This is an optimization exercise on Yosys and OpenROAD, whose aim is small area and few clock cycles, not a production implementation. Function was checked by simulation only, so behaviour that the tests miss may differ from the original. Power and IR drop assume default switching activity.

// klb_tx
module klb_tx (
    input  wire        clk,
    input  wire        rst,              
    input  wire        in_valid,
    input  wire [7:0]  in_data,
    output wire        in_ready,
    output wire        out_valid,
    output wire [7:0]  out_data,
    output wire        out_last,         
    input  wire        out_ready,
    output wire [31:0] keyup_delay_us,
    output reg  [7:0]  persistence,
    output reg  [7:0]  slot_time,
    output reg  [7:0]  tx_tail,
    output reg  [15:0] framing_errors,
    output reg  [7:0]  overflow_errors
);
    localparam [7:0] FEND  = 8'hC0;
    localparam [7:0] FESC  = 8'hDB;
    localparam [7:0] TFEND = 8'hDC;
    localparam [7:0] TFESC = 8'hDD;
    localparam [7:0]  KEYUP_DEFAULT_ARG = 8'd5;    
    localparam [7:0]  PERSIST_DEFAULT   = 8'd63;
    localparam [7:0]  SLOTTIME_DEFAULT  = 8'd10;
    localparam [7:0]  TXTAIL_DEFAULT    = 8'd2;
    localparam WB = 2;              
    localparam W  = 1 << WB;             
    localparam NR = 128 / W;             
    localparam PD = 3;             
    reg        in_frame;     
    reg        esc;
    reg        have_cmd;
    reg  [3:0] cmd;
    reg        flag;         
    reg  [7:0] acc;          
    wire [2:0] q = acc[7:5];
    wire [4:0] r = acc[4:0];
    wire       is_data    = (cmd == 4'h0);
    wire       frame_full = (q == 3'd4) && (r == 5'd8);   
    reg  [8*W-1:0] row [0:NR-1];
    reg  [NR-1:0]  rv;           
    reg  [WB-1:0]  wpos;         
    reg  [WB-1:0]  rpos;         
    reg        act;          
    reg  [1:0] os;           
    reg  [2:0] cd;           
    reg  [4:0] lr;           
    reg  [4:0] bc;           
    wire is_fend = (in_data == FEND);
    wire is_fesc = (in_data == FESC);
    wire is_tfx  = (in_data == TFEND) || (in_data == TFESC);
    wire dec_valid = in_frame && !is_fend && (esc ? is_tfx : !is_fesc);
    wire dec_error = in_frame && !is_fend && esc && !is_tfx;
    wire [7:0] dec_byte = esc ? {in_data[7:5], {2{in_data[0]}}, 1'b0, {2{in_data[0]}}}
                              : in_data;
    wire pay_state = in_frame && have_cmd && is_data && !flag;
    wire head_ok  = rv[NR-1];
    wire rd       = act && out_ready && (os == 2'd2) && head_ok;
  ...
Size: about 1200 flip-flops, about 100 I/O pins.
==> flow/config.mk <==
export PLATFORM = sky130hd
export DESIGN_NAME = klb_tx
export DESIGN_NICKNAME = klb_tx
export VERILOG_FILES = /design/flow/design.v
export SDC_FILE = /design/flow/constraint.sdc
export NUM_CORES = 4
export LEC_CHECK = 0
export CAP_MARGIN = 20
export CORE_MARGIN = 2
export CORE_UTILIZATION = 65
export CTS_BUF_LIST = sky130_fd_sc_hd__clkbuf_8
export CTS_CLUSTER_DIAMETER = 80
export CTS_CLUSTER_SIZE = 16
export SLEW_MARGIN = 20
==> flow/constraint.sdc <==
create_clock -name core_clock -period 8.0 [get_ports {clk}]
set_input_delay 1.6000 -clock core_clock [delete_from_list [all_inputs] [get_ports {clk}]]
set_output_delay 1.6000 -clock core_clock [all_outputs]
set_load 0.01 [all_outputs]
standard.sh (not shown) runs the stock make flow with config.mk's settings and CLKGATE_MAP_FILE= SYNTH_SCRIPT=/design/flow/synth_recipe.tcl, a recipe that flattens the netlist after the stock synthesis.
==> flow/flow/run.sh <==
#!/bin/bash
# The standard layout (the standard.sh, unchanged synthesis, floorplan,
# power grid and routing) with two changes:
#  - the port buffers use the smallest buffer, sky130_fd_sc_hd__buf_1;
#  - clock tree synthesis inserts no dummy loads.
# make's full output goes to flow_make.log in this folder; the tools' own
# logs stay under orfs/logs/.
set -euo pipefail
bash standard.sh \
  "BUFFER_PORTS_ARGS=-buffer_cell sky130_fd_sc_hd__buf_1" \
  "CTS_ARGS=-sink_clustering_enable -repair_clock_nets -sink_clustering_size 16 -sink_clustering_max_diameter 80 -buf_list sky130_fd_sc_hd__clkbuf_8 -dont_use_dummy_load" \
  finish > flow_make.log 2>&1
Testbench counts at the start, summed over its fixed seeds: cycles 21,136.
==> next run, changes <==
--- a/flow/design.v
+++ b/flow/design.v
@@ -46,18 +46,17 @@
     reg  [2:0] cd;           
     reg  [4:0] lr;           
     reg  [4:0] bc;           
     wire is_fend = (in_data == FEND);
     wire is_fesc = (in_data == FESC);
     wire is_tfx  = (in_data == TFEND) || (in_data == TFESC);
     wire dec_valid = in_frame && !is_fend && (esc ? is_tfx : !is_fesc);
     wire dec_error = in_frame && !is_fend && esc && !is_tfx;
-    wire [7:0] dec_byte = esc ? {in_data[7:5], {2{in_data[0]}}, 1'b0, {2{in_data[0]}}}
-                              : in_data;
+    wire [7:0] dec_byte = esc ? (in_data[0] ? FESC : FEND) : in_data;
     wire pay_state = in_frame && have_cmd && is_data && !flag;
     wire head_ok  = rv[NR-1];
     wire rd       = act && out_ready && (os == 2'd2) && head_ok;
     wire blk_end  = (os == 2'd2) ? (bc == 5'd1) : (os == 2'd1) && (bc == 5'd0);
     wire fin      = act && out_ready && blk_end && (cd == 3'd0) &&
                     ((os != 2'd2) || head_ok);
     wire pay_last = (bc == 5'd1) && ((cd == 3'd0) || ((cd == 3'd1) && (lr == 5'd0)));
     wire pop      = rd && ((rpos == W-1) || pay_last);
@@ -77,19 +76,18 @@
     wire stall_pend = closing && pfull && !fin;
     assign in_ready = !(stall_full || stall_pend);
     wire accept = in_valid && in_ready;
     wire wr     = accept && pay_state && dec_valid && !frame_full;
     wire ovf    = accept && pay_state && dec_valid && frame_full;
     wire commit = accept && closing;
     integer i;
     always @(posedge clk) begin
-        for (i = 0; i < W; i = i + 1)
-            if (wr && wpos == i)
-                row[0][8*i +: 8] <= dec_byte;
+        if (wr)
+            row[0][8*wpos +: 8] <= dec_byte;
         for (i = 1; i < NR; i = i + 1)
             if (go[i])
                 row[i] <= row[i-1];
     end
     always @(posedge clk) begin
         if (rst || ovf) begin
             rv   <= {NR{1'b0}};
             wpos <= {WB{1'b0}};
@@ -127,43 +125,52 @@
             have_cmd        <= 1'b0;
             cmd             <= 4'd0;
             flag            <= 1'b0;
             acc             <= 8'd0;
             keyup_arg       <= KEYUP_DEFAULT_ARG;
             persistence     <= PERSIST_DEFAULT;
             slot_time       <= SLOTTIME_DEFAULT;
             tx_tail         <= TXTAIL_DEFAULT;
+            framing_errors  <= 16'd0;
+            overflow_errors <= 8'd0;
         end else if (accept) begin
             if (!in_frame) begin
                 if (is_fend) begin
                     in_frame <= 1'b1;
                     esc      <= 1'b0;
                     have_cmd <= 1'b0;
                     flag     <= 1'b0;
                     acc      <= 8'd0;
+                end else begin
+                    framing_errors <= framing_errors + 16'd1;
                 end
             end else if (is_fend) begin
                 in_frame <= 1'b0;
+                if (esc)
+                    framing_errors <= framing_errors + 16'd1;
                 if (have_cmd) begin
                     case (cmd)
+                    4'h0: if (flag) overflow_errors <= overflow_errors + 8'd1;
                     4'h1: if (flag) keyup_arg   <= acc;
                     4'h2: if (flag) persistence <= acc;
                     4'h3: if (flag) slot_time   <= acc;
                     4'h4: if (flag) tx_tail     <= acc;
                     4'hF: begin
                         keyup_arg   <= KEYUP_DEFAULT_ARG;
                         persistence <= PERSIST_DEFAULT;
                         slot_time   <= SLOTTIME_DEFAULT;
                         tx_tail     <= TXTAIL_DEFAULT;
                     end
                     default: ;
                     endcase
                 end
             end else begin
+                if (dec_error)
+                    framing_errors <= framing_errors + 16'd1;
                 esc <= !esc && is_fesc;
                 if (dec_valid) begin
                     if (!have_cmd) begin
                         have_cmd <= 1'b1;
                         cmd      <= dec_byte[3:0];
                     end else if (!is_data) begin
                         if (!flag) begin
                             flag <= 1'b1;
@@ -176,32 +183,16 @@
                             acc <= {q + 3'd1, 5'd0};
                         else
                             acc <= {q, r + 5'd1};
                     end
                 end
             end
         end
     end
-    wire ferr = accept && (in_frame ? (esc && (is_fend || !is_tfx)) : !is_fend);
-    wire oerr = accept && in_frame && is_fend && have_cmd && is_data && flag;
-    reg [15:0] fc;               
-    reg [7:0]  oc;
-    always @(*) begin
-        fc[0] = ferr;
-        for (i = 1; i < 16; i = i + 1)
-            fc[i] = fc[i-1] && framing_errors[i-1];
-        oc[0] = oerr;
-        for (i = 1; i < 8; i = i + 1)
-            oc[i] = oc[i-1] && overflow_errors[i-1];
-    end
-    always @(posedge clk) begin
-        framing_errors  <= {16{!rst}} & (framing_errors ^ fc);
-        overflow_errors <= {8{!rst}} & (overflow_errors ^ oc);
-    end
     wire [10:0] karg7   = {keyup_arg, 3'd0} - {3'd0, keyup_arg};
     wire [17:0] karg625 = {1'b0, keyup_arg, 9'd0} + {3'd0, karg7, 4'd0} + {10'd0, keyup_arg};
     assign keyup_delay_us = {10'd0, karg625, 4'd0};
     wire [4:0] blen = (cd != 3'd0) ? 5'd30 : lr;
     wire take = !act || fin;             
     wire pop_d  = take && pend;
     wire push_d = commit && !(take && !pend);
     integer j;
After rerunning:
- fmax rises by 6.3%
- total power is about the same
- sequential share of layout area falls by 1.3 points
- hold slack barely changes
- count of clock-buffer cells in the layout does not change
Testbench counts after the change, summed over its fixed seeds: cycles 21,136.

## separate check: timing with driven ports
The results above use ideal ports. As a check the final layouts listed here were re-extracted and re-timed, cells and wires unchanged. Step 1: set_driving_cell puts a clkbuf_16 on clk and a buf_2 on each other input, an assumption about the parent block. Step 2 adds t to the input delays and takes it off the output delays; t is the mean of the earliest and latest rising clock arrival at the registers after step 1. Input paths then give back, and output paths get back, about the clock's delay inside the block. Slacks: ideal ports / drivers / drivers and shift; pairs: ideal ports / drivers.
run | t, ns | setup WS [ns] | worst setup path after step 2 | latest minus earliest clock arrival (ns) | worst register clock-pin slew, ns
the first run | 0.717 | 1.735 / 1.776 / 1.059 | input to register | 0.069 / 0.069 | 0.10 / 0.10
the second run | 0.704 | 2.109 / 2.053 / 2.295 | input to output | 0.059 / 0.059 | 0.11 / 0.11
After both steps every run listed still meets setup and hold. The setup slack of the first run, which loses most, moves by +0.041 ns with the drivers and by -0.676 ns with both steps.
